Source: an optimization exercise on an open RTL-to-GDS flow (aim: small area). Production flows keep margins and buffers that such runs may drop.
In this exercise RTL edits were held to simulation tests only and were not proved equivalent to the original.
Power and IR drop assume default switching activity. The clock port is modelled as an ideal driver; clocking choices that lean on that would not hold on a real chip.

**flow/run.sh**
```bash
#!/bin/bash
set -e
export CTS_ARGS="-sink_clustering_enable -repair_clock_nets -sink_clustering_size 30 -sink_clustering_max_diameter 120 -dont_use_dummy_load"
bash standard.sh > standard.log 2>&1
```
**standard.sh**
```bash
#!/bin/bash
# synth_recipe.tcl (not shown) runs the flow's synth.tcl, then flattens the netlist and writes it again
# the make line also repeats each setting of config.mk as NAME=value (left out here)
make -C /OpenROAD-flow-scripts/flow DESIGN_CONFIG=/design/flow/config.mk WORK_HOME=/design/flow/orfs CLKGATE_MAP_FILE= SYNTH_SCRIPT=/design/flow/synth_recipe.tcl "${@:-finish}"
```
**config.mk**
```make
export PLATFORM = sky130hd
export DESIGN_NAME = dsrd_core
export DESIGN_NICKNAME = dsrd_core
export VERILOG_FILES = /design/flow/design.v
export SDC_FILE = /design/flow/constraint.sdc
export NUM_CORES = 8
export LEC_CHECK = 0
export CAP_MARGIN = 20
export CORE_MARGIN = 2
export CORE_UTILIZATION = 45
export CTS_CLUSTER_DIAMETER = 120
export CTS_CLUSTER_SIZE = 30
export PLACE_DENSITY = 0.6
export SLEW_MARGIN = 20
```
**constraint.sdc**
```tcl
create_clock -name core_clock -period 10.0 [get_ports {clk}]
set_input_delay 2.0000 -clock core_clock [delete_from_list [all_inputs] [get_ports {clk}]]
set_output_delay 2.0000 -clock core_clock [all_outputs]
set_load 0.01 [all_outputs]
```
**design.v**
```verilog
module dsrd_gamma (
    input  wire [7:0] din,
    output reg  [7:0] dout
);
    always @(*) begin
        case (din)
            8'd0: dout = 8'd0;
            8'd1: dout = 8'd0;
            8'd2: dout = 8'd0;
            8'd3: dout = 8'd0;
            8'd4: dout = 8'd0;
            8'd5: dout = 8'd0;
            8'd6: dout = 8'd0;
            8'd7: dout = 8'd0;
            8'd8: dout = 8'd0;
            8'd9: dout = 8'd0;
            8'd10: dout = 8'd0;
            8'd11: dout = 8'd0;
            8'd12: dout = 8'd0;
            8'd13: dout = 8'd0;
            8'd14: dout = 8'd0;
            8'd15: dout = 8'd1;
            8'd16: dout = 8'd1;
            8'd17: dout = 8'd1;
            8'd18: dout = 8'd1;
            8'd19: dout = 8'd1;
            8'd20: dout = 8'd1;
            8'd21: dout = 8'd1;
            8'd22: dout = 8'd1;
            8'd23: dout = 8'd1;
            8'd24: dout = 8'd1;
            8'd25: dout = 8'd2;
            8'd26: dout = 8'd2;
            8'd27: dout = 8'd2;
            8'd28: dout = 8'd2;
            8'd29: dout = 8'd2;
            8'd30: dout = 8'd2;
            8'd31: dout = 8'd2;
            8'd32: dout = 8'd3;
            8'd33: dout = 8'd3;
            8'd34: dout = 8'd3;
            8'd35: dout = 8'd3;
            8'd36: dout = 8'd3;
            8'd37: dout = 8'd4;
            8'd38: dout = 8'd4;
            8'd39: dout = 8'd4;
            8'd40: dout = 8'd4;
            8'd41: dout = 8'd5;
            8'd42: dout = 8'd5;
            8'd43: dout = 8'd5;
            8'd44: dout = 8'd5;
            8'd45: dout = 8'd6;
            8'd46: dout = 8'd6;
            8'd47: dout = 8'd6;
            8'd48: dout = 8'd6;
            8'd49: dout = 8'd7;
            8'd50: dout = 8'd7;
            8'd51: dout = 8'd7;
            8'd52: dout = 8'd8;
            8'd53: dout = 8'd8;
            8'd54: dout = 8'd8;
            8'd55: dout = 8'd9;
            8'd56: dout = 8'd9;
            8'd57: dout = 8'd9;
            8'd58: dout = 8'd10;
            8'd59: dout = 8'd10;
            8'd60: dout = 8'd11;
            8'd61: dout = 8'd11;
            8'd62: dout = 8'd11;
            8'd63: dout = 8'd12;
            8'd64: dout = 8'd12;
            8'd65: dout = 8'd13;
            8'd66: dout = 8'd13;
            8'd67: dout = 8'd13;
            8'd68: dout = 8'd14;
            8'd69: dout = 8'd14;
            8'd70: dout = 8'd15;
            8'd71: dout = 8'd15;
            8'd72: dout = 8'd16;
            8'd73: dout = 8'd16;
            8'd74: dout = 8'd17;
            8'd75: dout = 8'd17;
            8'd76: dout = 8'd18;
            8'd77: dout = 8'd18;
            8'd78: dout = 8'd19;
            8'd79: dout = 8'd19;
            8'd80: dout = 8'd20;
            8'd81: dout = 8'd20;
            8'd82: dout = 8'd21;
            8'd83: dout = 8'd22;
            8'd84: dout = 8'd22;
            8'd85: dout = 8'd23;
            8'd86: dout = 8'd23;
            8'd87: dout = 8'd24;
            8'd88: dout = 8'd25;
            8'd89: dout = 8'd25;
            8'd90: dout = 8'd26;
            8'd91: dout = 8'd26;
            8'd92: dout = 8'd27;
            8'd93: dout = 8'd28;
            8'd94: dout = 8'd28;
            8'd95: dout = 8'd29;
            8'd96: dout = 8'd30;
            8'd97: dout = 8'd30;
            8'd98: dout = 8'd31;
            8'd99: dout = 8'd32;
            8'd100: dout = 8'd33;
            8'd101: dout = 8'd33;
            8'd102: dout = 8'd34;
            8'd103: dout = 8'd35;
            8'd104: dout = 8'd35;
            8'd105: dout = 8'd36;
            8'd106: dout = 8'd37;
            8'd107: dout = 8'd38;
            8'd108: dout = 8'd39;
            8'd109: dout = 8'd39;
            8'd110: dout = 8'd40;
            8'd111: dout = 8'd41;
            8'd112: dout = 8'd42;
            8'd113: dout = 8'd43;
            8'd114: dout = 8'd43;
            8'd115: dout = 8'd44;
            8'd116: dout = 8'd45;
            8'd117: dout = 8'd46;
            8'd118: dout = 8'd47;
            8'd119: dout = 8'd48;
            8'd120: dout = 8'd49;
            8'd121: dout = 8'd49;
            8'd122: dout = 8'd50;
            8'd123: dout = 8'd51;
            8'd124: dout = 8'd52;
            8'd125: dout = 8'd53;
            8'd126: dout = 8'd54;
            8'd127: dout = 8'd55;
            8'd128: dout = 8'd56;
            8'd129: dout = 8'd57;
            8'd130: dout = 8'd58;
            8'd131: dout = 8'd59;
            8'd132: dout = 8'd60;
            8'd133: dout = 8'd61;
            8'd134: dout = 8'd62;
            8'd135: dout = 8'd63;
            8'd136: dout = 8'd64;
            8'd137: dout = 8'd65;
            8'd138: dout = 8'd66;
            8'd139: dout = 8'd67;
            8'd140: dout = 8'd68;
            8'd141: dout = 8'd69;
            8'd142: dout = 8'd70;
            8'd143: dout = 8'd71;
            8'd144: dout = 8'd73;
            8'd145: dout = 8'd74;
            8'd146: dout = 8'd75;
            8'd147: dout = 8'd76;
            8'd148: dout = 8'd77;
            8'd149: dout = 8'd78;
            8'd150: dout = 8'd79;
            8'd151: dout = 8'd81;
            8'd152: dout = 8'd82;
            8'd153: dout = 8'd83;
            8'd154: dout = 8'd84;
            8'd155: dout = 8'd85;
            8'd156: dout = 8'd87;
            8'd157: dout = 8'd88;
            8'd158: dout = 8'd89;
            8'd159: dout = 8'd90;
            8'd160: dout = 8'd91;
            8'd161: dout = 8'd93;
            8'd162: dout = 8'd94;
            8'd163: dout = 8'd95;
            8'd164: dout = 8'd97;
            8'd165: dout = 8'd98;
            8'd166: dout = 8'd99;
            8'd167: dout = 8'd100;
            8'd168: dout = 8'd102;
            8'd169: dout = 8'd103;
            8'd170: dout = 8'd105;
            8'd171: dout = 8'd106;
            8'd172: dout = 8'd107;
            8'd173: dout = 8'd109;
            8'd174: dout = 8'd110;
            8'd175: dout = 8'd111;
            8'd176: dout = 8'd113;
            8'd177: dout = 8'd114;
            8'd178: dout = 8'd116;
            8'd179: dout = 8'd117;
            8'd180: dout = 8'd119;
            8'd181: dout = 8'd120;
            8'd182: dout = 8'd121;
            8'd183: dout = 8'd123;
            8'd184: dout = 8'd124;
            8'd185: dout = 8'd126;
            8'd186: dout = 8'd127;
            8'd187: dout = 8'd129;
            8'd188: dout = 8'd130;
            8'd189: dout = 8'd132;
            8'd190: dout = 8'd133;
            8'd191: dout = 8'd135;
            8'd192: dout = 8'd137;
            8'd193: dout = 8'd138;
            8'd194: dout = 8'd140;
            8'd195: dout = 8'd141;
            8'd196: dout = 8'd143;
            8'd197: dout = 8'd145;
            8'd198: dout = 8'd146;
            8'd199: dout = 8'd148;
            8'd200: dout = 8'd149;
            8'd201: dout = 8'd151;
            8'd202: dout = 8'd153;
            8'd203: dout = 8'd154;
            8'd204: dout = 8'd156;
            8'd205: dout = 8'd158;
            8'd206: dout = 8'd159;
            8'd207: dout = 8'd161;
            8'd208: dout = 8'd163;
            8'd209: dout = 8'd165;
            8'd210: dout = 8'd166;
            8'd211: dout = 8'd168;
            8'd212: dout = 8'd170;
            8'd213: dout = 8'd172;
            8'd214: dout = 8'd173;
            8'd215: dout = 8'd175;
            8'd216: dout = 8'd177;
            8'd217: dout = 8'd179;
            8'd218: dout = 8'd181;
            8'd219: dout = 8'd182;
            8'd220: dout = 8'd184;
            8'd221: dout = 8'd186;
            8'd222: dout = 8'd188;
            8'd223: dout = 8'd190;
            8'd224: dout = 8'd192;
            8'd225: dout = 8'd194;
            8'd226: dout = 8'd196;
            8'd227: dout = 8'd197;
            8'd228: dout = 8'd199;
            8'd229: dout = 8'd201;
            8'd230: dout = 8'd203;
            8'd231: dout = 8'd205;
            8'd232: dout = 8'd207;
            8'd233: dout = 8'd209;
            8'd234: dout = 8'd211;
            8'd235: dout = 8'd213;
            8'd236: dout = 8'd215;
            8'd237: dout = 8'd217;
            8'd238: dout = 8'd219;
            8'd239: dout = 8'd221;
            8'd240: dout = 8'd223;
            8'd241: dout = 8'd225;
            8'd242: dout = 8'd227;
            8'd243: dout = 8'd229;
            8'd244: dout = 8'd231;
            8'd245: dout = 8'd234;
            8'd246: dout = 8'd236;
            8'd247: dout = 8'd238;
            8'd248: dout = 8'd240;
            8'd249: dout = 8'd242;
            8'd250: dout = 8'd244;
            8'd251: dout = 8'd246;
            8'd252: dout = 8'd248;
            8'd253: dout = 8'd251;
            8'd254: dout = 8'd253;
            8'd255: dout = 8'd255;
            default: dout = 8'd0;
        endcase
    end
endmodule
module dsrd_framepool (
    input  wire         clk,
    input  wire [191:0] wr_data,    
    input  wire [23:0]  wr_en,      
    input  wire [3:0]   rd_m,       
    input  wire [3:0]   rd_d,       
    output wire         rd_bit
);
    localparam W = 192;
    localparam N = 24;
    reg  [N*W-1:0] ring;
    wire [W-1:0]   last = ring[(N-1)*W +: W];
    wire [W-1:0]   entry;
    genvar c, m, d;
    generate
        for (c = 0; c < 24; c = c + 1) begin : g_col
            assign entry[c*8 +: 8] = wr_en[c] ? wr_data[c*8 +: 8] : last[c*8 +: 8];
        end
    endgenerate
    always @(posedge clk)
        ring <= {ring[(N-1)*W-1:0], entry};
    wire [11:0] by_m;
    generate
        for (m = 0; m < 12; m = m + 1) begin : g_m
            wire [W-1:0] st = ring[((2*m + 23) % 24)*W +: W];
            wire [15:0]  lane;
            for (d = 0; d < 16; d = d + 1) begin : g_d
                assign lane[d] = st[191 - 12*d - m];
            end
            assign by_m[m] = lane[rd_d];
        end
    endgenerate
    assign rd_bit = by_m[rd_m];
endmodule
module dsrd_core (
    input  wire       clk,
    input  wire       rst,         
    input  wire       tick,        
    input  wire       rx_valid,    
    input  wire [7:0] rx_data,
    output reg        sck,         
    output reg        lat,         
    output reg        blank,       
    output reg        drv_rst,     
    output reg        sda,         
    output reg  [7:0] row          
);
    localparam [2:0] S_HOLD   = 3'd0,    
                     S_PULSE  = 3'd1,    
                     S_SETTLE = 3'd2,    
                     S_SHIFT  = 3'd3,    
                     S_LAT0   = 3'd4,    
                     S_LAT1   = 3'd5,    
                     S_BEND   = 3'd6,    
                     S_IDLE   = 3'd7;    
    reg  [2:0]  state;
    reg  [1:0]  tcnt;
    reg  [3:0]  bm;           
    reg  [3:0]  bd;
    reg         hi;           
    reg  [2:0]  rowcnt;
    reg  [2:0]  lag_lo;       
    reg  [12:0] lag_hi;
    reg         running;
    reg         bootf;        
    reg  [1:0]  cur_h, rx_h, next_h;
    reg         next_v;
    reg         collecting;
    reg  [2:0]  wr_row;       
    reg  [4:0]  col_ptr;      
    reg  [1:0]  prev_f;       
    reg  [2:0]  prev_r;
    reg  [4:0]  prev_lo;      
    reg  [1:0]  ph_f;         
    reg  [2:0]  ph_r;
    wire rx_go     = running && rx_valid;
    wire rx_sof    = rx_go && rx_data == 8'hFF;
    wire rx_store  = rx_go && rx_data != 8'hFF && collecting;
    wire publish   = rx_store && col_ptr == 5'd23 && wr_row == 3'd7;
    wire row_end   = (state == S_LAT1) && running;
    wire swap_req  = row_end && rowcnt == 3'd7;
    wire boot      = (state == S_BEND);
    wire [1:0] free_h     = 2'd3 - cur_h - rx_h;
    wire [1:0] pub_next_h = publish ? rx_h   : next_h;
    wire       pub_next_v = publish ? 1'b1   : next_v;
    wire [1:0] pub_rx_h   = publish ? free_h : rx_h;
    wire       do_swap    = swap_req && pub_next_v;
    always @(posedge clk) begin
        if (rst || boot) begin
            running    <= boot;
            collecting <= 1'b0;
            wr_row     <= 3'd0;
            col_ptr    <= 5'd0;
            prev_f     <= 2'd0;
            prev_r     <= 3'd0;
            prev_lo    <= 5'd24;
            cur_h      <= 2'd0;
            rx_h       <= 2'd1;
            next_h     <= 2'd0;
            next_v     <= 1'b0;
            bootf      <= 1'b1;
        end else begin
            if (rx_sof) begin
                collecting <= 1'b1;
                wr_row     <= 3'd0;
                col_ptr    <= 5'd0;
            end else if (rx_store) begin
                if (col_ptr == 5'd23) begin
                    col_ptr <= 5'd0;
                    prev_f  <= rx_h;
                    prev_r  <= wr_row;
                    prev_lo <= 5'd0;
                    wr_row  <= wr_row + 3'd1;
                    if (wr_row == 3'd7)
                        collecting <= 1'b0;
                end else begin
                    col_ptr <= col_ptr + 5'd1;
                    if (col_ptr == prev_lo)
                        prev_lo <= prev_lo + 5'd1;
                end
            end
            rx_h <= pub_rx_h;
            if (do_swap) begin
                cur_h  <= pub_next_h;
                next_v <= 1'b0;
                bootf  <= 1'b0;
            end else begin
                next_h <= pub_next_h;
                next_v <= pub_next_v;
            end
        end
    end
    wire [7:0] gamma_data;
    dsrd_gamma u_gamma (
        .din  (rx_data),
        .dout (gamma_data)
    );
    always @(posedge clk) begin
        if (rst) begin
            ph_f <= 2'd0;
            ph_r <= 3'd0;
        end else begin
            ph_r <= ph_r + 3'd1;
            if (ph_r == 3'd7)
                ph_f <= (ph_f == 2'd2) ? 2'd0 : ph_f + 2'd1;
        end
    end
    wire m_cur  = (ph_f == rx_h)   && (ph_r == wr_row);
    wire m_prev = (ph_f == prev_f) && (ph_r == prev_r);
    reg  [191:0] rowbuf;
    wire [23:0]  xfer;
    genvar c;
    generate
        for (c = 0; c < 24; c = c + 1) begin : g_rb
            always @(posedge clk)
                if (rx_store && col_ptr == c)
                    rowbuf[c*8 +: 8] <= gamma_data;
            assign xfer[c] = m_cur || (c >= prev_lo && m_prev);
        end
    endgenerate
    wire rd_bit;
    dsrd_framepool u_pool (
        .clk     (clk),
        .wr_data (rowbuf),
        .wr_en   (xfer),
        .rd_m    (bm),
        .rd_d    (bd),
        .rd_bit  (rd_bit)
    );
    wire lag_cy = tick && lag_lo == 3'd7;
    always @(posedge clk) begin
        if (rst || boot) begin
            lag_lo <= 3'd0;
            lag_hi <= 13'd0;
        end else begin
            if (tick)
                lag_lo <= lag_lo + 3'd1;
            if (lag_cy && !row_end)
                lag_hi <= lag_hi + 13'd1;
            else if (row_end && !lag_cy)
                lag_hi <= lag_hi - 13'd1;
        end
    end
    wire at_slot  = (ph_f == cur_h) && (ph_r == rowcnt);
    wire bit_wrap = (bm == 4'd0) && (bd == 4'd0);    
    wire data_bit = running ? (rd_bit & ~bootf) : 1'b1;
    always @(posedge clk) begin
        if (rst) begin
            state   <= S_HOLD;
            tcnt    <= 2'd0;
            bm      <= 4'd0;
            bd      <= 4'd0;
            hi      <= 1'b0;
            rowcnt  <= 3'd0;
            sck     <= 1'b0;
            lat     <= 1'b1;
            blank   <= 1'b1;
            drv_rst <= 1'b1;
            sda     <= 1'b0;
            row     <= 8'd0;
        end else begin
            case (state)
                S_HOLD: if (tick) begin
                    drv_rst <= 1'b0;
                    state   <= S_PULSE;
                end
                S_PULSE: if (tick) begin
                    drv_rst <= 1'b1;
                    state   <= S_SETTLE;
                end
                S_SETTLE: if (tick) begin
                    if (tcnt == 2'd3) begin
                        tcnt  <= 2'd0;
                        blank <= 1'b0;
                        bd    <= 4'd4;       
                        hi    <= 1'b0;
                        state <= S_SHIFT;
                    end else
                        tcnt <= tcnt + 2'd1;
                end
                S_SHIFT: begin
                    if (!hi) begin
                        if (bit_wrap) begin
                            sck <= 1'b0;
                            if (running) begin
                                row   <= 8'd1 << rowcnt;
                                state <= S_LAT0;
                            end else begin
                                lat   <= 1'b0;
                                state <= S_LAT1;
                            end
                        end else begin
                            sck <= 1'b0;
                            sda <= data_bit;
                            hi  <= 1'b1;
                            if (running && bm == 4'd8 && bd == 4'd10)    
                                row <= 8'd0;
                        end
                    end else begin
                        sck <= 1'b1;
                        hi  <= 1'b0;
                        if (bm == 4'd11) begin
                            bm <= 4'd0;
                            bd <= bd + 4'd1;
                        end else
                            bm <= bm + 4'd1;
                    end
                end
                S_LAT0: begin
                    lat   <= 1'b0;
                    state <= S_LAT1;
                end
                S_LAT1: begin
                    lat <= 1'b1;
                    if (running) begin
                        rowcnt <= rowcnt + 3'd1;
                        state  <= S_IDLE;
                    end else
                        state  <= S_BEND;
                end
                S_BEND: begin
                    blank  <= 1'b1;
                    rowcnt <= 3'd0;
                    state  <= S_IDLE;
                end
                default: if (!lag_hi[12] && at_slot) begin    
                    sda   <= data_bit;                        
                    hi    <= 1'b1;
                    state <= S_SHIFT;
                end
            endcase
        end
    end
endmodule
```
==> flow_summary.ini, run 1 <==
[worst_hold_path]
worstHoldPathCells = 0
hp-class = reg2reg
worstHoldStart = u_pool.ring[2666]
whs_endpoint = u_pool.ring[2858]

[timing]
timing.final.crit_share = 0.543
worst_pin_slew_ns = 1.08
drv_slew = 0
setup_viol = 0
clock_skew_ns = 0.120
max_freq_mhz = 184
slew_headroom = 0.277
post-route-min-period_ns = 5.43
rsz0062_at_grt = false
final_hold_viol_count = 0
fin_tns_setup_ns = 0

[finish]
fill_cells = 19900
seqCellArea_mm2 = 0.0996
final_layout_size_suffix_gt1_frac = 0.0810
multi_input_area_mm2 = 0.00836
final_nets = 6204
area_delta_synth_final_pct = 7.92
final_area_mm2 = 0.117

[global_route]
gr-total-overflow = 0
grtUsageTotal = 0.128
antenna_found_initial = 25
grt_max_degree = 61
grt_pass1_vias = 37700
grt_first_pass_wirelength_um = 235000

[placement]
io_buffers = 24
place_congestion = 0.814
hpwl_um = 99300
place_area_mm2 = 0.112

[logic_synthesis]
synth.top_cell.area_share = 0.865
synth_area_leader_cell = dfxtp_1
ys.flop_type = dfxtp_1
synthArstFlopShare = 0
yosysWarnings = 3
yosysUniqueCellTypes = 84
ys_top_cells_by_area = dfxtp_1, edfxtp_1, mux2_2
synth_edf_count = 193
synth_commonest_cells = dfxtp_1, mux2_2, edfxtp_1, nor2_1, nand2_1
synthesis.area_mm2 = 0.108
synth_fp_nets = 6071
synth_cells = 6005
synth-seq-cells = 4879
yosysMostFrequentCell = dfxtp_1
syn_area_per_cell_um2 = 18.1
yosysSeqAreaShare = 0.918

[power]
switchingPower_w = 0.00543
pwr_density_cell_mw_per_mm2 = 244
p_leak_nw = 45.4
p_comb_frac = 0.009
power.internal_w = 0.0232
switching_share = 0.190
ir_worst_vdd_mv = 0.184
clkPwrFrac = 0.294
seqPwrFrac = 0.697

[clocking]
htreeDepth = 4
cts_root_buffer = clkbuf_16
clock_path_buffers = 3
cts_hold_buf = 0
cts_tree = done
cts_resized = 0
post_cts_buffers = 0
cts_num_sinks = 4879
clk_pin_slew_ns = 0.10
insertion_delay_ns = 0.85
cts_made_buffers = 181

[setup_path]
r2r_setup_slack_ns = 6.00
r2r_cells = 12
r2r-start = state[2]
startpoint_type = input port
reg2reg_to = lag_hi[12]
cp-end-kind = flip-flop
path_max_fanout = 24
worstPathArrival_ns = 5.93
crit_type = in2reg
crit_required_ns = 10.50

[flow_run]
maxCapViolCount = 0

[route]
ant_nets = 0
vias = 39400
post_drt_wl_per_cell_um = 16.9
dr.pass1.iters = 5
detail_route.iter0.violations = 2476
drc = 0
routed_wl_um = 158000
vias_per_cell = 4.22

[floorplan]
rows = 180
start_util = 0.452
die_w_um = 495
dieArea_mm2 = 0.245
io_pins = 25
core_mm2 = 0.240
die_y_um = 495

[status]
status = no timing/DRC/antenna violations
worst max-delay path, stage by stage:
cell	delay [ns]
clkdlybuf4s50_1	0.89
inv_1	0.39
ha_1	0.63
nor2b_1	0.38
o31ai_1	0.14
mux4_2	0.47
o21ai_0	0.25
a211o_2	0.74
power by group through the flow:
stage | Combinational [W] | Clock, W | Sequential [W]
global route | 0.000285 | 0.00940 | 0.0200
detailed placement | 0.000265 | 0 | 0.0204
floorplan | 0.000158 | 0 | 0.0203
global placement | 0.000263 | 0 | 0.0204
CTS | 0.000267 | 0.00873 | 0.0199
finish | 0.000264 | 0.00842 | 0.0199
cell usage in the layout, fill, tap and decap left out, types with 10 or more instances in the layout:
master and count:
a21o_1 13, a21oi_1 61, a221oi_1 11, a31oi_1 10
and3_1 17, buf_4 24, clkbuf_16 181, clkdlybuf4s50_1 23
dfxtp_1 4682, diode_2 14, edfxtp_1 193, ha_1 53
inv_1 30, mux2_2 200, mux2i_1 38, mux4_2 43
nand2_1 84, nand2b_1 13, nand3_1 26, nand4_1 10
nor2_1 94, nor2b_1 17, nor3_1 25, o211ai_1 13
o21ai_0 49, o22ai_1 10, xnor2_1 16, xor2_1 25
metal layers:
layer	GRT usage	wire length, um
met1	0.196	82200
met2	0.187	65700
met3	0.0225	6270
met4	0.0339	3590
met5	0	0
state kept, by name, indices dropped and copies added, names as in the netlist, 2 cells and up:
| name | flops |
|---|---|
| bd | 4 |
| bm | 4 |
| col_ptr | 5 |
| cur_h | 2 |
| lag_hi | 13 |
| lag_lo | 3 |
| next_h | 2 |
| ph_f | 2 |
| ph_r | 3 |
| prev_f | 2 |
| prev_lo | 5 |
| prev_r | 3 |
| row | 8 |
| rowbuf | 192 |
| rowcnt | 3 |
| rx_h | 2 |
| state | 3 |
| tcnt | 2 |
| u_pool.ring | 4608 |
| wr_row | 3 |
cells by family (layout without fill, tap and decap cells):
group           after synthesis  after routing  synth area share
xor+xnor                     41             41           0.00331
mux                         284            284            0.0339
compound gates              267            267            0.0168
fa+ha+maj                    54             54           0.00630
buf+inv                     134            265           0.00572
simple gates                346            346            0.0158
other cells                   0             14                 0
flops                      4879           4879             0.918
stage by stage:
step / std cells / setup WS, ns / hold slack [ns] / power (W) / util
6_report: 9335 / 4.57 / 0.228 / 0.0286 / 0.488
4_1_cts: 9320 / 4.61 / 0.236 / 0.0289 / 0.487
3_5_place_dp: 9139 / 3.72 / 0.312 / 0.0207 / 0.469
2_1_floorplan: 6005 / 5.27 / 0.310 / 0.0205 / -
5_1_grt: 9322 / 4.35 / 0.228 / 0.0297 / 0.488
3_3_place_gp: 9139 / 3.70 / 0.310 / 0.0206 / 0.469
layout make-up:
cell class | count | share of cell area
clock buffers | 181 | 0.0387
inverters | 35 | 0.00114
multi-input cells | 992 | 0.0714
diodes | 14 | 0.000299
repair buffers | 49 | 0.00359
well taps | 3185 | 0.0340
flip-flops and latches | 4879 | 0.851
how the worst max path moves through the flow:
stage,startpoint,end,slack [ns],cells past startpoint
floorplan,rx_data[4],rowbuf[100],5.27,8
global placement,rx_data[1],rowbuf[72],3.70,8
detailed placement,rx_data[1],rowbuf[72],3.72,8
CTS,rx_data[1],rowbuf[72],4.61,8
global route,rx_data[1],rowbuf[72],4.35,8
finish,rx_data[1],rowbuf[72],4.57,8
==> run 2, diff against run 1 <==
--- a/design.v
+++ b/design.v
@@ -321,5 +321,4 @@
                      S_IDLE   = 3'd7;    
     reg  [2:0]  state;
-    reg  [1:0]  tcnt;
     reg  [3:0]  bm;           
     reg  [3:0]  bd;
@@ -454,5 +453,4 @@
         if (rst) begin
             state   <= S_HOLD;
-            tcnt    <= 2'd0;
             bm      <= 4'd0;
             bd      <= 4'd0;
@@ -475,7 +473,7 @@
                     state   <= S_SETTLE;
                 end
-                S_SETTLE: if (tick) begin
-                    if (tcnt == 2'd3) begin
-                        tcnt  <= 2'd0;
+                S_SETTLE: if (tick) begin           
+                    if (bm == 4'd3) begin
+                        bm    <= 4'd0;
                         blank <= 1'b0;
                         bd    <= 4'd4;       
@@ -483,5 +481,5 @@
                         state <= S_SHIFT;
                     end else
-                        tcnt <= tcnt + 2'd1;
+                        bm <= bm + 4'd1;
                 end
                 S_SHIFT: begin
==> run.sh (new file) <==
#!/bin/bash
# synth_recipe.tcl (not shown) runs the flow's synth.tcl, then flattens the netlist and writes it again
# the make line also repeats each setting of config.mk as NAME=value (left out here)
make -C /OpenROAD-flow-scripts/flow DESIGN_CONFIG=/design/flow/config.mk WORK_HOME=/design/flow/orfs CLKGATE_MAP_FILE= SYNTH_SCRIPT=/design/flow/synth_recipe.tcl finish
removed: flow/run.sh
removed: standard.sh
==> run 2 against run 1 <==
  * Sequential share of layout area is 0.078 points lower
  * Highest routed layer unchanged
  * Cell count is 0.22% lower
  * Worst hold slack better by 0.075 ns
  * Via count is 1.3% lower
  * Count of clock-buffer cells in the layout is 21 higher
  * First-iteration DRC count is 12% lower
  * Critical path depth is 1 higher
  * Design area hardly changed
  * Clock power is 3.7% higher
==> flow_summary.ini, run 2 <==
[timing]
timing.final.crit_share = 0.528
rsz0062_at_grt = false
clock_skew_ns = 0.0539
drv_slew = 0
slew_headroom = 0.281
final_hold_viol_count = 0
fin_tns_setup_ns = 0
setup_viol = 0
worst_pin_slew_ns = 1.07
max_freq_mhz = 189
post-route-min-period_ns = 5.28

[global_route]
antenna_found_initial = 24
grt_util_met1 = 0.189
grtUsageMet3 = 0.0219
grt_use_met2 = 0.218
grtUsageTotal = 0.135
grt_max_degree = 55
grt_pass1_vias = 37900
gr-total-overflow = 0
grt_first_pass_wirelength_um = 242000
top_usage_layer = met2

[clocking]
cts_root_buffer = clkbuf_16
clk_pin_slew_ns = 0.11
htreeDepth = 4
clock_path_buffers = 3
insertion_delay_ns = 0.88
cts_num_sinks = 4877
cts_made_buffers = 181
cts_resized = 0
cts_hold_buf = 0
cts_tree = done
post_cts_buffers = 0

[power]
switchingPower_w = 0.00559
ir_worst_vdd_mv = 0.162
p_leak_nw = 45.3
pwr_density_cell_mw_per_mm2 = 246
p_total_w = 0.0289
p_comb_frac = 0.008
power.internal_w = 0.0233
seqPwrFrac = 0.689
switching_share = 0.194
clkPwrFrac = 0.302

[setup_path]
cp-end-kind = flip-flop
crit_required_ns = 10.49
startpoint_type = input port
worstPathArrival_ns = 5.77
crit_type = in2reg
path_max_fanout = 24

[logic_synthesis]
synth_commonest_cells = dfxtp_1, mux2_2, edfxtp_1, nor2_1, nand2_1
synth_edf_count = 193
synth-seq-cells = 4877
synth_fp_nets = 6021
yosysSeqAreaShare = 0.921
yosysWarnings = 3
synth.top_cell.area_share = 0.868
ys_top_cells_by_area = dfxtp_1, edfxtp_1, mux2_2
synth_area_leader_cell = dfxtp_1
yosysMostFrequentCell = dfxtp_1
synthesis.area_mm2 = 0.108
syn_area_per_cell_um2 = 18.1
synthArstFlopShare = 0
yosysUniqueCellTypes = 80
synth_cells = 5957
ys.flop_type = dfxtp_1

[finish]
area_delta_synth_final_pct = 8.38
regMostFlops = u_pool.ring
largest_register_ff_count = 4608
mostFrequentLayoutCells = dfxtp_1, mux2_2, edfxtp_1
final_layout_size_suffix_gt1_frac = 0.0823
largestRegisters = u_pool.ring (4608), rowbuf (192), lag_hi (13)
mostFrequentLayoutCell = dfxtp_1
final_nets = 6163

[route]
ant_nets = 0
post_drt_wl_per_cell_um = 17.8
vias_per_cell = 4.17
vias = 38900
detail_route.iter0.violations = 2174
dr.pass1.iters = 5
drc = 0
routed_wl_um = 166000

[placement]
io_buffers = 24
hpwl_um = 108000
place_congestion = 0.804

[floorplan]
dieArea_mm2 = 0.244
start_util = 0.454
die_w_um = 494
io_pins = 25
rows = 179
core_mm2 = 0.238
die_y_um = 494

[worst_hold_path]
hp-class = reg2reg

[status]
status = no timing/DRC/antenna violations

[flow_run]
maxCapViolCount = 0
run 2: logic make-up (layout without fill, tap and decap cells):
logic type               after synthesis  count (layout)  synth area share
AO/OA/AOI/OAI                        240             240            0.0151
XOR/XNOR                              44              44           0.00357
adder cells (fa/ha/maj)               52              52           0.00609
buffers and inverters                115             294           0.00471
flip-flops                          4877            4877             0.921
multiplexers                         270             270            0.0329
other                                  0              11                 0
AND/OR/NAND/NOR                      359             359            0.0164
run 2: worst paths after layout:
check / to / slack [ns] / from / cells past startpoint
worst max-delay path: rowbuf[33] / 4.72 / rx_data[0] / 9
worst min-delay path: u_pool.ring[3250] / 0.30 / u_pool.ring[3058] / 0
worst max register to register: lag_hi[12] / 6.00 / state[2] / 12
worst min register to register: u_pool.ring[3250] / 0.30 / u_pool.ring[3058] / 0
run 2: metrics by stage:
step | hold slack, ns | instance area, um^2 | setup WS [ns] | util | cells
3_3_place_gp | 0.310 | 112000 | 3.65 | 0.470 | 9082
6_report | 0.303 | 117000 | 4.72 | 0.492 | 9314
5_1_grt | 0.307 | 117000 | 4.29 | 0.491 | 9304
3_5_place_dp | 0.312 | 112000 | 3.66 | 0.471 | 9083
4_1_cts | 0.287 | 117000 | 4.60 | 0.491 | 9303
2_1_floorplan | 0.310 | 108000 | 5.23 | - | 5957
run 2: worst max-delay path, stage by stage:
cell,delay (ns)
clkdlybuf4s50_1,0.89
inv_1,0.29
ha_1,0.68
nand2b_1,0.20
a21oi_1,0.08
a2111oi_0,0.39
nor3_1,0.11
a21oi_1,0.23
a21o_1,0.85
run 2: final cells by class:
class | count | area [um^2]
inverters | 29 | 109
clock buffers | 202 | 4630
flip-flops and latches | 4877 | 99600
diodes | 11 | 27.5
repair buffers | 45 | 418
clock inverters | 18 | 344
multi-input cells | 965 | 8070
fillers | 19700 | 121000
well taps | 3167 | 3960
run 2: power groups by stage:
stage	Sequential (W)	Combinational, W	Clock (W)
finish	0.0199	0.000242	0.00873
global route	0.0199	0.000264	0.00969
CTS	0.0199	0.000248	0.00904
detailed placement	0.0203	0.000246	0
global placement	0.0203	0.000243	0
floorplan	0.0203	0.000145	0
run 2: routing by layer:
metal,wire length [um],share of wire
met1,80300,0.48
met2,76400,0.46
met3,5580,0.034
met4,3450,0.021
met5,0,0
==> run 3, diff against run 2 <==
==> flow/run.sh (new file) <==
#!/bin/bash
# The standard layout (standard.sh, standard synthesis), with two changes:
# the clock tree is built without dummy loads and with its own clustering, and
# the port buffers are buf_1 cells. The ORFS output goes to standard.log.
set -e
export CTS_ARGS="-sink_clustering_enable -repair_clock_nets -sink_clustering_size 32 -sink_clustering_max_diameter 100 -dont_use_dummy_load"
export BUFFER_PORTS_ARGS="-buffer_cell sky130_fd_sc_hd__buf_1"
bash standard.sh > standard.log 2>&1
==> standard.sh (new file) <==
#!/bin/bash
# synth_recipe.tcl (not shown) runs the flow's synth.tcl, then flattens the netlist and writes it again
# the make line also repeats each setting of config.mk as NAME=value (left out here)
make -C /OpenROAD-flow-scripts/flow DESIGN_CONFIG=/design/flow/config.mk WORK_HOME=/design/flow/orfs CLKGATE_MAP_FILE= SYNTH_SCRIPT=/design/flow/synth_recipe.tcl "${@:-finish}"
removed: run.sh
==> run 3 against run 2 <==
  * Still clean
  * Sequential share of layout area up 0.59 points
  * Design area down 0.69%
  * Critical path depth unchanged
  * Die area unchanged
  * Register-to-register slack worse by 0.08 ns
  * Worst hold slack worse by 0.074 ns
  * Clock skew up 0.070 ns
  * Largest cell class unchanged
==> flow_summary.ini, run 3 <==
[logic_synthesis]
synth_fp_nets = 6021
yosysWarnings = 3
synthesis.area_mm2 = 0.108
yosysUniqueCellTypes = 80
syn_area_per_cell_um2 = 18.1
yosysMostFrequentCell = dfxtp_1
synth_commonest_cells = dfxtp_1, mux2_2, edfxtp_1, nor2_1, nand2_1
ys_top_cells_by_area = dfxtp_1, edfxtp_1, mux2_2
synth_area_leader_cell = dfxtp_1
synth-seq-cells = 4877
yosysSeqAreaShare = 0.921
ys.flop_type = dfxtp_1
synth_edf_count = 193
synthArstFlopShare = 0
synth.top_cell.area_share = 0.868
synth_cells = 5957

[floorplan]
die_y_um = 494
rows = 179
core_mm2 = 0.238
dieArea_mm2 = 0.244
start_util = 0.454
die_w_um = 494
io_pins = 25

[worst_hold_path]
hp-class = reg2reg
worstHoldStart = u_pool.ring[1361]

[finish]
final_layout_size_suffix_gt1_frac = 0.0784
regMostFlops = u_pool.ring
mostFrequentLayoutCells = dfxtp_1, mux2_2, edfxtp_1
largest_register_ff_count = 4608
area_delta_synth_final_pct = 7.64
final_nets = 6152
largestRegisters = u_pool.ring (4608), rowbuf (192), lag_hi (13)
final_area_mm2 = 0.116
mostFrequentLayoutCell = dfxtp_1
fill_cells = 19700

[power]
power.internal_w = 0.0230
pwr_density_cell_mw_per_mm2 = 244
clkPwrFrac = 0.292
p_comb_frac = 0.008
switching_share = 0.189
seqPwrFrac = 0.700
ir_worst_vdd_mv = 0.195
p_total_w = 0.0284
switchingPower_w = 0.00538
p_leak_nw = 45.0

[timing]
timing.final.crit_share = 0.510
rsz0062_at_grt = false
drv_slew = 0
fin_ws_ns = 4.90
max_freq_mhz = 196
post-route-min-period_ns = 5.10
clock_skew_ns = 0.124
final_hold_viol_count = 0
setup_viol = 0
fin_tns_setup_ns = 0
slew_headroom = 0.270
worst_pin_slew_ns = 1.10

[setup_path]
r2r_cells = 12
cp-startpoint = rx_data[1]
crit_required_ns = 10.42
path_max_fanout = 24
r2r-start = state[2]
crit_type = in2reg
startpoint_type = input port
endpoint = rowbuf[185]
reg2reg_to = lag_hi[12]
cp-end-kind = flip-flop
worstPathArrival_ns = 5.52
r2r_setup_slack_ns = 5.92

[clocking]
clock_path_buffers = 3
cts_root_buffer = clkbuf_16
insertion_delay_ns = 0.85
cts_made_buffers = 174
clk_pin_slew_ns = 0.11
cts_tree = done
cts_hold_buf = 0
htreeDepth = 4
cts_num_sinks = 4877
cts_resized = 0
post_cts_buffers = 0

[global_route]
antenna_found_initial = 18
grt_max_degree = 55
grtUsageTotal = 0.131
grt_pass1_vias = 37400
gr-total-overflow = 0
grt_first_pass_wirelength_um = 235000

[route]
post_drt_wl_per_cell_um = 17.4
dr.pass1.iters = 5
detail_route.iter0.violations = 2250
drc = 0
routed_wl_um = 161000
vias = 38800
ant_nets = 0
vias_per_cell = 4.19

[placement]
place_area_mm2 = 0.112
hpwl_um = 105000
io_buffers = 24
place_ws_ns = 4.07
place_congestion = 0.805

[flow_run]
maxCapViolCount = 0

[status]
status = no timing/DRC/antenna violations
## run 3: kinds of logic after synthesis
logic type,share of synthesized area
buffers and inverters,0.00471
flip-flops,0.921
adder cells (fa/ha/maj),0.00609
multiplexers,0.0329
AND/OR/NAND/NOR,0.0164
XOR/XNOR,0.00357
AO/OA/AOI/OAI,0.0151
## run 3: how the worst min path moves through the flow
stage	endpoint	slack, ns	cells past startpoint
after floorplan	u_pool.ring[1000]	0.31	0
after global placement	u_pool.ring[1028]	0.31	0
after detailed placement	u_pool.ring[1659]	0.31	0
final	u_pool.ring[1553]	0.23	0
after global routing	u_pool.ring[1937]	0.24	0
after CTS	u_pool.ring[1553]	0.23	0
## run 3: layout make-up
class | instances | area, um^2 | share of cell area
clock buffer | 174 | 4350 | 0.0374
sequential | 4877 | 99600 | 0.856
tap | 3167 | 3960 | 0.0341
timing repair buffer | 41 | 229 | 0.00197
multi-input combinational | 965 | 8070 | 0.0694
antenna | 10 | 25.0 | 0.000215
inverter | 29 | 109 | 0.000936
## run 3: worst max-delay path: stages
cell	delay, ns
buf_1	0.54
inv_1	0.35
ha_1	0.63
nand2b_1	0.19
a21oi_1	0.09
a2111oi_0	0.45
nor3_1	0.12
a21oi_1	0.24
a21o_1	0.86
## run 3: power groups by stage
stage / logic, W / clock network [W] / registers (W)
4_1_cts: 0.000230 / 0.00858 / 0.0199
2_1_floorplan: 0.000145 / 0 / 0.0203
3_3_place_gp: 0.000226 / 0 / 0.0203
3_5_place_dp: 0.000228 / 0 / 0.0203
6_report: 0.000228 / 0.00829 / 0.0199
5_1_grt: 0.000248 / 0.00925 / 0.0199
## run 3: routing by layer
| layer | global-route usage | routed length [um] | vias to the layer above |
|---|---|---|---|
| li1 | - | - | 19300 |
| met5 | 0 | 30 | - |
| met2 | 0.204 | 71200 | 521 |
| met3 | 0.0235 | 6570 | 256 |
| met4 | 0.0458 | 5420 | 6 |
| met1 | 0.184 | 77600 | 18800 |
## run 3: stage by stage
stage / hold slack [ns] / util / std cells
5_1_grt: 0.240 / 0.488 / 9255
6_report: 0.229 / 0.488 / 9263
4_1_cts: 0.230 / 0.488 / 9253
3_3_place_gp: 0.309 / 0.470 / 9078
3_5_place_dp: 0.312 / 0.470 / 9079
2_1_floorplan: 0.310 / - / 5957
==> run 4, diff against run 3 <==
--- a/design.v
+++ b/design.v
@@ -329,11 +329,11 @@
     reg         running;
     reg         bootf;        
-    reg  [1:0]  cur_h, rx_h, next_h;
+    reg  [1:0]  cur_h, rx_h;    
     reg         next_v;
     reg         collecting;
     reg  [2:0]  wr_row;       
     reg  [4:0]  col_ptr;      
-    reg  [1:0]  prev_f;       
-    reg  [2:0]  prev_r;
+    reg         prev_rx;      
+    reg         prev_pub;     
     reg  [4:0]  prev_lo;      
     reg  [1:0]  ph_f;         
@@ -346,9 +346,10 @@
     wire swap_req  = row_end && rowcnt == 3'd7;
     wire boot      = (state == S_BEND);
-    wire [1:0] free_h     = 2'd3 - cur_h - rx_h;
-    wire [1:0] pub_next_h = publish ? rx_h   : next_h;
+    wire [1:0] free_h     = 2'd3 - cur_h - rx_h;    
+    wire [1:0] pub_next_h = publish ? rx_h   : free_h;
     wire       pub_next_v = publish ? 1'b1   : next_v;
     wire [1:0] pub_rx_h   = publish ? free_h : rx_h;
     wire       do_swap    = swap_req && pub_next_v;
+    wire [1:0] pub_h      = next_v ? free_h : cur_h;   
     always @(posedge clk) begin
         if (rst || boot) begin
@@ -357,10 +358,9 @@
             wr_row     <= 3'd0;
             col_ptr    <= 5'd0;
-            prev_f     <= 2'd0;
-            prev_r     <= 3'd0;
+            prev_rx    <= 1'b0;
+            prev_pub   <= 1'b0;
             prev_lo    <= 5'd24;
             cur_h      <= 2'd0;
             rx_h       <= 2'd1;
-            next_h     <= 2'd0;
             next_v     <= 1'b0;
             bootf      <= 1'b1;
@@ -370,10 +370,11 @@
                 wr_row     <= 3'd0;
                 col_ptr    <= 5'd0;
+                prev_rx    <= 1'b0;
             end else if (rx_store) begin
                 if (col_ptr == 5'd23) begin
-                    col_ptr <= 5'd0;
-                    prev_f  <= rx_h;
-                    prev_r  <= wr_row;
-                    prev_lo <= 5'd0;
+                    col_ptr  <= 5'd0;
+                    prev_rx  <= (wr_row != 3'd7);
+                    prev_pub <= (wr_row == 3'd7);
+                    prev_lo  <= 5'd0;
                     wr_row  <= wr_row + 3'd1;
                     if (wr_row == 3'd7)
@@ -390,8 +391,6 @@
                 next_v <= 1'b0;
                 bootf  <= 1'b0;
-            end else begin
-                next_h <= pub_next_h;
+            end else
                 next_v <= pub_next_v;
-            end
         end
     end
@@ -412,5 +411,6 @@
     end
     wire m_cur  = (ph_f == rx_h)   && (ph_r == wr_row);
-    wire m_prev = (ph_f == prev_f) && (ph_r == prev_r);
+    wire m_prev = prev_rx  ? (ph_f == rx_h)  && (ph_r == wr_row - 3'd1)
+                : prev_pub && (ph_f == pub_h) && (ph_r == 3'd7);
     reg  [191:0] rowbuf;
     wire [23:0]  xfer;
==> flow/run.sh (replaced) <==
#!/bin/bash
# The standard layout (standard.sh, standard synthesis), with two changes:
# the clock tree is built without dummy loads and with its own clustering, and
# the port buffers are buf_1 cells. The ORFS output goes to standard.log.
set -e
export CTS_ARGS="-sink_clustering_enable -repair_clock_nets -sink_clustering_size 32 -sink_clustering_max_diameter 100 -dont_use_dummy_load -tree_buf sky130_fd_sc_hd__clkbuf_8"
export BUFFER_PORTS_ARGS="-buffer_cell sky130_fd_sc_hd__buf_1"
bash standard.sh > standard.log 2>&1
==> run 4 against run 3 <==
  * Still clean on timing, DRC and antenna
  * Area after synthesis is essentially flat
  * Design area fell by 0.12%
  * Critical path depth up 1
  * Non-clock buffer count rose by 11
  * Register-to-register slack better by 0.12 ns
  * Largest power group unchanged
==> flow_summary.ini, run 4 <==
[status]
status = no timing/DRC/antenna violations

[setup_path]
path_max_fanout = 24
startpoint_type = input port
cp-end-kind = flip-flop
worstPathArrival_ns = 5.26
r2r-start = state[2]
crit_type = in2reg
r2r_cells = 13
crit_required_ns = 10.39
r2r_setup_slack_ns = 6.04
cp-startpoint = rx_data[1]
reg2reg_to = lag_hi[12]
endpoint = rowbuf[97]

[timing]
final_hold_viol_count = 0
rsz0062_at_grt = false
post-route-min-period_ns = 4.86
fin_tns_setup_ns = 0
drv_slew = 0
slew_headroom = 0.260
setup_viol = 0
clock_skew_ns = 0.137
max_freq_mhz = 206
worst_pin_slew_ns = 1.11
timing.final.crit_share = 0.486

[logic_synthesis]
syn_area_per_cell_um2 = 18.1
ys.flop_type = dfxtp_1
synthArstFlopShare = 0
synth_commonest_cells = dfxtp_1, mux2_2, edfxtp_1, nor2_1, nand2_1
synth_edf_count = 193
yosysUniqueCellTypes = 70
synth_area_leader_cell = dfxtp_1
synth.top_cell.area_share = 0.868
synthesis.area_mm2 = 0.108
yosysWarnings = 3
synth_fp_nets = 6027
yosysSeqAreaShare = 0.921
ys_top_cells_by_area = dfxtp_1, edfxtp_1, mux2_2
synth_cells = 5962
synth-seq-cells = 4872
yosysMostFrequentCell = dfxtp_1

[finish]
mostFrequentLayoutCells = dfxtp_1, mux2_2, edfxtp_1
largestRegisters = u_pool.ring (4608), rowbuf (192), lag_hi (13)
mostFrequentLayoutCell = dfxtp_1
final_layout_size_suffix_gt1_frac = 0.0800
area_delta_synth_final_pct = 7.61
fin_util = 0.488
regMostFlops = u_pool.ring
final_nets = 6169
largest_register_ff_count = 4608

[floorplan]
io_pins = 25
die_w_um = 494
dieArea_mm2 = 0.244
rows = 179
core_mm2 = 0.238
start_util = 0.453
die_y_um = 494

[clocking]
cts_num_sinks = 4872
cts_root_buffer = clkbuf_16
post_cts_buffers = 0
cts_tree = done
cts_resized = 0
cts_hold_buf = 0
cts_made_buffers = 172
clock_path_buffers = 3
insertion_delay_ns = 0.92
clk_pin_slew_ns = 0.11
htreeDepth = 4

[worst_hold_path]
worstHoldPathCells = 0
hp-class = reg2reg

[global_route]
gr-total-overflow = 0
grt_pass1_vias = 37200
grt_max_degree = 62
antenna_found_initial = 17
grt_first_pass_wirelength_um = 230000
grtUsageTotal = 0.127

[power]
switchingPower_w = 0.00533
seqPwrFrac = 0.706
pwr_density_cell_mw_per_mm2 = 242
power.internal_w = 0.0228
clkPwrFrac = 0.286
switching_share = 0.190
p_leak_nw = 44.9
ir_worst_vdd_mv = 0.161
p_comb_frac = 0.008

[route]
detail_route.iter0.violations = 2292
ant_nets = 0
vias = 38700
vias_per_cell = 4.17
highest_layer = met4
drc = 0
post_drt_wl_per_cell_um = 16.9
routedLengthMet1_um = 82100
met3_length_um = 4900
routed_wl_um = 157000
dr.pass1.iters = 5
wl_met2_um = 65600

[placement]
hpwl_um = 100000
io_buffers = 24
place_congestion = 0.797

[flow_run]
maxCapViolCount = 0
## run 4: power by group through the flow
stage	clock network [W]	registers (W)	logic (W)
after global routing	0.00896	0.0199	0.000246
after global placement	0	0.0203	0.000226
final	0.00805	0.0198	0.000227
after CTS	0.00832	0.0198	0.000227
after floorplan	0	0.0202	0.000130
after detailed placement	0	0.0203	0.000226
## run 4: cells by family (layout without fill, tap and decap cells)
logic type | Yosys count | count (layout) | synth area share
compound gates | 249 | 249 | 0.0157
xor+xnor | 44 | 44 | 0.00357
fa+ha+maj | 53 | 53 | 0.00621
buf+inv | 119 | 259 | 0.00440
flops | 4872 | 4872 | 0.921
mux | 271 | 271 | 0.0334
other cells | 0 | 11 | 0
simple gates | 354 | 354 | 0.0155
## run 4: layout make-up
class / instances / area [um^2]
sequential: 4872 / 99500
fill: 19800 / 122000
multi-input combinational: 971 / 8140
inverter: 35 / 131
tap: 3167 / 3960
antenna: 11 / 27.5
timing repair buffer: 52 / 324
clock buffer: 172 / 4120
## run 4: worst min-delay path by stage
stage	startpoint	to	slack, ns
4_1_cts	u_pool.ring[672]	u_pool.ring[864]	0.20
3_3_place_gp	u_pool.ring[3925]	u_pool.ring[4117]	0.31
3_5_place_dp	u_pool.ring[1740]	u_pool.ring[1932]	0.31
2_1_floorplan	u_pool.ring[808]	u_pool.ring[1000]	0.31
6_report	u_pool.ring[672]	u_pool.ring[864]	0.21
5_1_grt	u_pool.ring[672]	u_pool.ring[864]	0.20
## run 4: worst max-delay path: stages
cell and delay [ns]:
buf_1 0.52, inv_1 0.41, ha_1 0.55, nor2b_1 0.25, a221o_1 0.33, nand2_1 0.06, o21ai_0 0.09, nand2_1 0.11
o31ai_1 0.07, mux4_2 0.84
## run 4: per-stage QoR
| step | instances | instance area [um^2] | setup WS (ns) | hold WS [ns] | total power (W) |
|---|---|---|---|---|---|
| 2_1_floorplan | 5962 | 108000 | 5.38 | 0.310 | 0.0204 |
| 3_3_place_gp | 9095 | 112000 | 4.17 | 0.310 | 0.0205 |
| 3_5_place_dp | 9095 | 112000 | 4.17 | 0.312 | 0.0205 |
| 4_1_cts | 9267 | 116000 | 5.11 | 0.205 | 0.0284 |
| 5_1_grt | 9270 | 116000 | 4.93 | 0.202 | 0.0291 |
| 6_report | 9280 | 116000 | 5.14 | 0.205 | 0.0281 |
## run 4: metal layers
| metal | up-vias | global-route usage |
|---|---|---|
| met5 | - | 0 |
| met4 | 0 | 0.0381 |
| met3 | 210 | 0.0194 |
| met2 | 448 | 0.187 |
| met1 | 18800 | 0.192 |
| li1 | 19300 | - |
==> run 5, diff against run 4 <==
==> flow/run.sh (replaced) <==
#!/bin/bash
# The standard layout (standard.sh, standard synthesis), with two changes:
# the clock tree is built without dummy loads and with its own clustering, and
# the port buffers are buf_1 cells. The ORFS output goes to standard.log.
set -e
export CTS_ARGS="-sink_clustering_enable -repair_clock_nets -sink_clustering_size 34 -sink_clustering_max_diameter 100 -dont_use_dummy_load -tree_buf sky130_fd_sc_hd__clkbuf_8"
export BUFFER_PORTS_ARGS="-buffer_cell sky130_fd_sc_hd__buf_1"
bash standard.sh > standard.log 2>&1
==> run 5 against run 4 <==
  * Highest routed layer unchanged
  * Flip-flop and latch count is the same
  * Clock power shrank 2%
  * Power shrank 0.61%
  * Count of clock-buffer cells in the layout shrank 9
  * Die area is the same
  * Area after synthesis is the same
  * Register-to-register slack is essentially flat
  * Cell count is essentially flat
  * Clock skew grew 0.0034 ns
  * Fmax is essentially flat
  * Critical path depth is the same
  * Setup slack gained 0.0027 ns
==> flow_summary.ini, run 5 <==
[status]
status = no timing/DRC/antenna violations

[clocking]
insertion_delay_ns = 0.94
cts_hold_buf = 0
htreeDepth = 4
cts_resized = 0
clk_pin_slew_ns = 0.11
cts_root_buffer = clkbuf_16
clock_path_buffers = 3
cts_num_sinks = 4872
cts_tree = done
cts_made_buffers = 163
post_cts_buffers = 0

[setup_path]
worstPathArrival_ns = 5.27
crit_required_ns = 10.40
startpoint_type = input port
cp-end-kind = flip-flop
crit_type = in2reg
path_max_fanout = 24

[route]
ant_nets = 0
routed_wl_um = 156000
drc = 0
dr.pass1.iters = 6
post_drt_wl_per_cell_um = 16.9
detail_route.iter0.violations = 2234
vias_per_cell = 4.17
vias = 38700

[logic_synthesis]
synth.top_cell.area_share = 0.868
synthesis.area_mm2 = 0.108
synth-seq-cells = 4872
yosysWarnings = 3
synthArstFlopShare = 0
synth_fp_nets = 6027
syn_area_per_cell_um2 = 18.1
synth_area_leader_cell = dfxtp_1
yosysSeqAreaShare = 0.921
synth_commonest_cells = dfxtp_1, mux2_2, edfxtp_1, nor2_1, nand2_1
synth_edf_count = 193
ys.flop_type = dfxtp_1
synth_cells = 5962
yosysMostFrequentCell = dfxtp_1
yosysUniqueCellTypes = 70
ys_top_cells_by_area = dfxtp_1, edfxtp_1, mux2_2

[worst_hold_path]
hp-class = reg2reg

[finish]
fill_cells = 19800
mostFrequentLayoutCell = dfxtp_1
area_delta_synth_final_pct = 7.41
regMostFlops = u_pool.ring
final_layout_size_suffix_gt1_frac = 0.0786
largest_register_ff_count = 4608
fin_util = 0.487
final_nets = 6161
mostFrequentLayoutCells = dfxtp_1, mux2_2, edfxtp_1
largestRegisters = u_pool.ring (4608), rowbuf (192), lag_hi (13)

[timing]
worst_pin_slew_ns = 1.14
max_freq_mhz = 206
drv_slew = 0
clock_skew_ns = 0.140
slew_headroom = 0.234
timing.final.crit_share = 0.486
setup_viol = 0
post-route-min-period_ns = 4.86
fin_ws_ns = 5.14
fin_tns_setup_ns = 0
final_hold_viol_count = 0
rsz0062_at_grt = false

[global_route]
grtUsageTotal = 0.127
antenna_found_initial = 15
grt_pass1_vias = 37100
grt_first_pass_wirelength_um = 230000
gr-total-overflow = 0
grt_max_degree = 62

[placement]
place_ws_ns = 4.17
hpwl_um = 100000
io_buffers = 24
place_congestion = 0.797

[floorplan]
die_y_um = 494
core_mm2 = 0.238
dieArea_mm2 = 0.244
rows = 179
io_pins = 25
start_util = 0.453
die_w_um = 494

[power]
p_total_w = 0.0279
p_leak_nw = 44.8
pwr_density_cell_mw_per_mm2 = 241
ir_worst_vdd_mv = 0.210

[flow_run]
maxCapViolCount = 0
## run 5: logic make-up (layout without fill, tap and decap cells)
logic type | after synthesis | count (layout) | share of synthesized area
compound gates | 249 | 249 | 0.0157
flops | 4872 | 4872 | 0.921
fa+ha+maj | 53 | 53 | 0.00621
xor+xnor | 44 | 44 | 0.00357
other cells | 0 | 14 | 0
buf+inv | 119 | 251 | 0.00440
mux | 271 | 271 | 0.0334
simple gates | 354 | 354 | 0.0155
## run 5: power by group
group          switching (W)  internal, W
Clock                0.00508      0.00279
Combinational       0.000149    0.0000776
Sequential         0.0000797       0.0198
Total                0.00531       0.0226
## run 5: per-stage QoR
step	std cells	cell area [um^2]	hold slack (ns)
floorplan	5962	108000	0.310
global placement	9095	112000	0.310
detailed placement	9095	112000	0.312
CTS	9258	116000	0.188
global route	9262	116000	0.203
finish	9275	116000	0.200
## run 5: final timing paths
path / start / endpoint / slack [ns] / cells past startpoint
setup / recovery: rx_data[1] / rowbuf[185] / 5.14 / 10
hold / removal: u_pool.ring[1252] / u_pool.ring[1444] / 0.20 / 0
setup reg to reg: state[2] / lag_hi[12] / 6.04 / 13
hold reg to reg: u_pool.ring[1252] / u_pool.ring[1444] / 0.20 / 0
## run 5: area by class of cell
| type | instances | area [um^2] | share of cell area |
|---|---|---|---|
| diodes | 14 | 35.0 | 0.000302 |
| clock buffers | 163 | 3900 | 0.0336 |
| inverters | 35 | 131 | 0.00113 |
| multi-input cells | 971 | 8140 | 0.0702 |
| flip-flops and latches | 4872 | 99500 | 0.858 |
| well taps | 3167 | 3960 | 0.0342 |
| repair buffers | 53 | 329 | 0.00284 |
## run 5: per-layer routing
layer / track usage / up-vias / wire length (um)
li1: - / 19300 / -
met1: 0.192 / 18700 / 82200
met2: 0.187 / 444 / 65400
met3: 0.0187 / 216 / 4620
met4: 0.0394 / 0 / 4190
met5: 0 / - / 0
## run 5: critical path, stage by stage
cell and delay [ns]:
buf_1 0.52, inv_1 0.41, ha_1 0.55, nor2b_1 0.25
a221o_1 0.33, nand2_1 0.06, o21ai_0 0.09, nand2_1 0.11
o31ai_1 0.07, mux4_2 0.84
==> run 6, diff against run 5 <==
--- a/design.v
+++ b/design.v
@@ -327,5 +327,5 @@
     reg  [2:0]  lag_lo;       
     reg  [12:0] lag_hi;
-    reg         running;
+    wire        running;      
     reg         bootf;        
     reg  [1:0]  cur_h, rx_h;    
@@ -339,4 +339,5 @@
     reg  [1:0]  ph_f;         
     reg  [2:0]  ph_r;
+    assign running = blank && (state[2] || state[1:0] == 2'b11);
     wire rx_go     = running && rx_valid;
     wire rx_sof    = rx_go && rx_data == 8'hFF;
@@ -354,5 +355,4 @@
     always @(posedge clk) begin
         if (rst || boot) begin
-            running    <= boot;
             collecting <= 1'b0;
             wr_row     <= 3'd0;
@@ -434,4 +434,13 @@
     );
     wire lag_cy = tick && lag_lo == 3'd7;
+    wire [12:0] lag_x = lag_hi ^ {13{row_end}};
+    wire [12:0] lag_t;
+    assign lag_t[0] = 1'b1;
+    genvar k;
+    generate
+        for (k = 1; k < 13; k = k + 1) begin : g_lag
+            assign lag_t[k] = lag_t[k-1] & lag_x[k-1];
+        end
+    endgenerate
     always @(posedge clk) begin
         if (rst || boot) begin
@@ -441,8 +450,6 @@
             if (tick)
                 lag_lo <= lag_lo + 3'd1;
-            if (lag_cy && !row_end)
-                lag_hi <= lag_hi + 13'd1;
-            else if (row_end && !lag_cy)
-                lag_hi <= lag_hi - 13'd1;
+            if (lag_cy != row_end)
+                lag_hi <= lag_hi ^ lag_t;
         end
     end
==> flow/run.sh (replaced) <==
#!/bin/bash
# The standard layout (standard.sh, standard synthesis), with two changes:
# the clock tree is built without dummy loads and with its own clustering, and
# the port buffers are buf_1 cells. The ORFS output goes to standard.log.
set -e
export CTS_ARGS="-sink_clustering_enable -repair_clock_nets -sink_clustering_size 32 -sink_clustering_max_diameter 100 -dont_use_dummy_load -tree_buf sky130_fd_sc_hd__clkbuf_8"
export BUFFER_PORTS_ARGS="-buffer_cell sky130_fd_sc_hd__buf_1"
bash standard.sh > standard.log 2>&1
--- a/config.mk
+++ b/config.mk
@@ -8,7 +8,7 @@
 export CAP_MARGIN = 20
 export CORE_MARGIN = 2
-export CORE_UTILIZATION = 45
+export CORE_UTILIZATION = 50
 export CTS_CLUSTER_DIAMETER = 120
 export CTS_CLUSTER_SIZE = 30
-export PLACE_DENSITY = 0.6
+export PLACE_DENSITY = 0.7
 export SLEW_MARGIN = 20
==> run 6 against run 5 <==
  * Fmax increased by 0.14%
  * Highest routed layer unchanged
  * Critical path depth is 1 higher
  * Design area is 0.52% lower
  * Via count about the same
  * Largest power group unchanged
  * Clock power rose by 2%
  * Non-clock buffer count fell by 1
  * Still clean on timing, DRC and antenna
  * First-iteration DRC count up 5.8%
==> flow_summary.ini, run 6 <==
[placement]
place_inst = 8756
place_ws_ns = 4.31
io_buffers = 24
place_congestion = 0.836
place_area_mm2 = 0.111
hpwl_um = 99600

[floorplan]
start_util = 0.502
core_mm2 = 0.214
die_y_um = 468
dieArea_mm2 = 0.219
die_w_um = 468
io_pins = 25
rows = 170

[logic_synthesis]
yosysWarnings = 3
synth_edf_count = 192
yosysSeqAreaShare = 0.924
ys_top_cells_by_area = dfxtp_1, edfxtp_1, mux2_2
yosysMostFrequentCell = dfxtp_1
synth_area_leader_cell = dfxtp_1
synth-seq-cells = 4871
synth.top_cell.area_share = 0.870
ys.flop_type = dfxtp_1
syn_area_per_cell_um2 = 18.1
yosysUniqueCellTypes = 70
synthesis.area_mm2 = 0.108
synth_cells = 5951
synthArstFlopShare = 0
synth_fp_nets = 6002
synth_commonest_cells = dfxtp_1, mux2_2, edfxtp_1, nor2_1, nand2_1

[power]
switchingPower_w = 0.00531
clkPwrFrac = 0.285
p_leak_nw = 44.8
pwr_density_cell_mw_per_mm2 = 243
ir_worst_vdd_mv = 0.182
p_comb_frac = 0.008
switching_share = 0.189
seqPwrFrac = 0.707
power.internal_w = 0.0227

[timing]
finalHoldWorstSlack_ns = 0.223
setup_viol = 0
drv_slew = 0
worst_pin_slew_ns = 0.984
final_hold_viol_count = 0
timing.final.crit_share = 0.485
slew_headroom = 0.343
fin_ws_ns = 5.15
rsz0062_at_grt = false
clock_skew_ns = 0.115
fin_tns_setup_ns = 0
post-route-min-period_ns = 4.85
max_freq_mhz = 206

[setup_path]
max_stage_delay_ns = 0.63
worstPathArrival_ns = 5.49
crit_type = in2reg
path_max_fanout = 14
cp-end-kind = flip-flop
path_cells = buf_1 > inv_1 > ha_1 > nand2b_1 > a21oi_1 > a2111oi_0 > a221oi_1 > nand2_1 > o31ai_1 > a21oi_4 > buf_16
critPathTopFamily = compound AO/OA/AOI/OAI gates
crit_required_ns = 10.64
startpoint_type = input port
worst-path-buf-inv = 3
cpMaxStageDelayCell = ha_1

[route]
routed_wl_um = 156000
vias = 38700
ant_nets = 0
detail_route.iter0.violations = 2364
dr.pass1.iters = 5
post_drt_wl_per_cell_um = 17.5
vias_per_cell = 4.33
drc = 0

[clocking]
insertion_delay_ns = 0.90
cts_resized = 0
clk_pin_slew_ns = 0.11
clock_path_buffers = 3
cts_hold_buf = 0
cts_made_buffers = 171
post_cts_buffers = 0
cts_num_sinks = 4871
cts_tree = done
htreeDepth = 4
cts_root_buffer = clkbuf_16

[finish]
regMostFlops = u_pool.ring
fin_cells = 8937
seqCellArea_mm2 = 0.0994
fill_cells = 16300
final_layout_size_suffix_gt1_frac = 0.0785
mostFrequentLayoutCells = dfxtp_1, mux2_2, edfxtp_1
final_area_mm2 = 0.115
mostFrequentLayoutCell = dfxtp_1
largest_register_ff_count = 4608
final_nets = 6142
area_delta_synth_final_pct = 7.19
largestRegisters = u_pool.ring (4608), rowbuf (192), lag_hi (13)
multi_input_area_mm2 = 0.00779

[flow_run]
maxCapViolCount = 0

[global_route]
grt_max_degree = 53
grt_pass1_vias = 37700
grtUsageTotal = 0.142
grt_first_pass_wirelength_um = 231000
antenna_found_initial = 23
gr-total-overflow = 0

[status]
status = no timing/DRC/antenna violations

[worst_hold_path]
hp-class = reg2reg
==> run 6: kinds of logic after synthesis <==
kind of cell | count (synthesis) | share of synthesized area
adders and majority gates | 39 | 0.00453
xor gates and xnor gates | 51 | 0.00415
buffers and inverters | 120 | 0.00441
AOI/OAI and AO/OA | 224 | 0.0138
muxes | 264 | 0.0325
DFF | 4871 | 0.924
and+or+nand+nor | 382 | 0.0168
==> run 6: routing by layer <==
| layer | vias up | GRT usage | share of wire |
|---|---|---|---|
| met5 | - | 0 | 0 |
| met2 | 480 | 0.216 | 0.43 |
| met4 | 0 | 0.0462 | 0.029 |
| li1 | 19200 | - | - |
| met3 | 237 | 0.0219 | 0.031 |
| met1 | 18800 | 0.210 | 0.51 |
==> run 6: area by class of cell <==
| class | count | share of cell area |
|---|---|---|
| antenna | 10 | 0.000217 |
| clock buffer | 171 | 0.0355 |
| inverter | 35 | 0.00114 |
| multi-input combinational | 960 | 0.0675 |
| sequential | 4871 | 0.862 |
| tap | 2838 | 0.0308 |
| timing repair buffer | 52 | 0.00280 |
==> run 6: final timing paths <==
kind                          from          endpoint  slack [ns]  depth (start not counted)
setup reg to reg           rx_h[0]   u_pool.ring[86]        6.37                          8
hold / removal    u_pool.ring[759]  u_pool.ring[951]        0.22                          0
hold reg to reg   u_pool.ring[759]  u_pool.ring[951]        0.22                          0
setup / recovery        rx_data[0]       rowbuf[185]        5.15                         11
==> run 6: power by group through the flow <==
stage	clock (W)	sequential (W)	combinational [W]
3_5_place_dp	0	0.0203	0.000239
4_1_cts	0.00822	0.0198	0.000241
6_report	0.00800	0.0198	0.000236
3_3_place_gp	0	0.0203	0.000235
5_1_grt	0.00887	0.0199	0.000256
2_1_floorplan	0	0.0202	0.000128
==> run 6: worst reg2reg max path, stage by stage (launching register included) <==
cell and delay (ns):
dfxtp_1 0.42, ha_1 0.30, xnor2_1 0.14, nand2_1 0.08, xnor2_1 0.27, o31ai_4 0.17, a31oi_2 0.81, o41a_1 0.84
mux2_2 0.43
==> run 6: through the flow <==
stage / total power (W) / util
global placement: 0.0205 / 0.519
floorplan: 0.0204 / -
global route: 0.0290 / 0.538
CTS: 0.0283 / 0.538
finish: 0.0281 / 0.539
detailed placement: 0.0205 / 0.519

## what the ideal ports hide
The results above use ideal ports. As a check the final layouts listed here were re-extracted and re-timed, cells and wires unchanged. Step 1: set_driving_cell puts a clkbuf_16 on clk and a buf_2 on each other input, an assumption about the parent block. Step 2 times the ports against the registers' clock, not the clock port: input delays grow and output delays shrink by t, the midpoint of the rising clock arrivals with the driver on. a / b / c = ideal / step 1 / step 2; a / b = the first two.
run | t (ns) | setup slack, ns | worst setup path at the end | clock arrival spread, ns | worst data-port slew with drivers (ns)
run 1 | 0.886 | 4.569 / 4.640 / 3.753 | input to register | 0.127 / 0.127 | 0.12
run 2 | 0.936 | 4.720 / 4.781 / 3.845 | input to register | 0.057 / 0.057 | 0.18
run 3 | 0.874 | 4.904 / 4.956 / 4.082 | input to register | 0.136 / 0.136 | 0.22
run 4 | 0.913 | 5.136 / 5.191 / 4.278 | input to register | 0.181 / 0.181 | 0.22
run 5 | 0.924 | 5.138 / 5.191 / 4.267 | input to register | 0.182 / 0.182 | 0.20
run 6 | 0.926 | 5.145 / 5.208 / 4.282 | input to register | 0.120 / 0.120 | 0.12
After both steps every run listed still meets setup and hold. For run 2, which loses most, drivers alone change the setup slack by +0.061 ns; drivers and shift together by -0.875 ns.
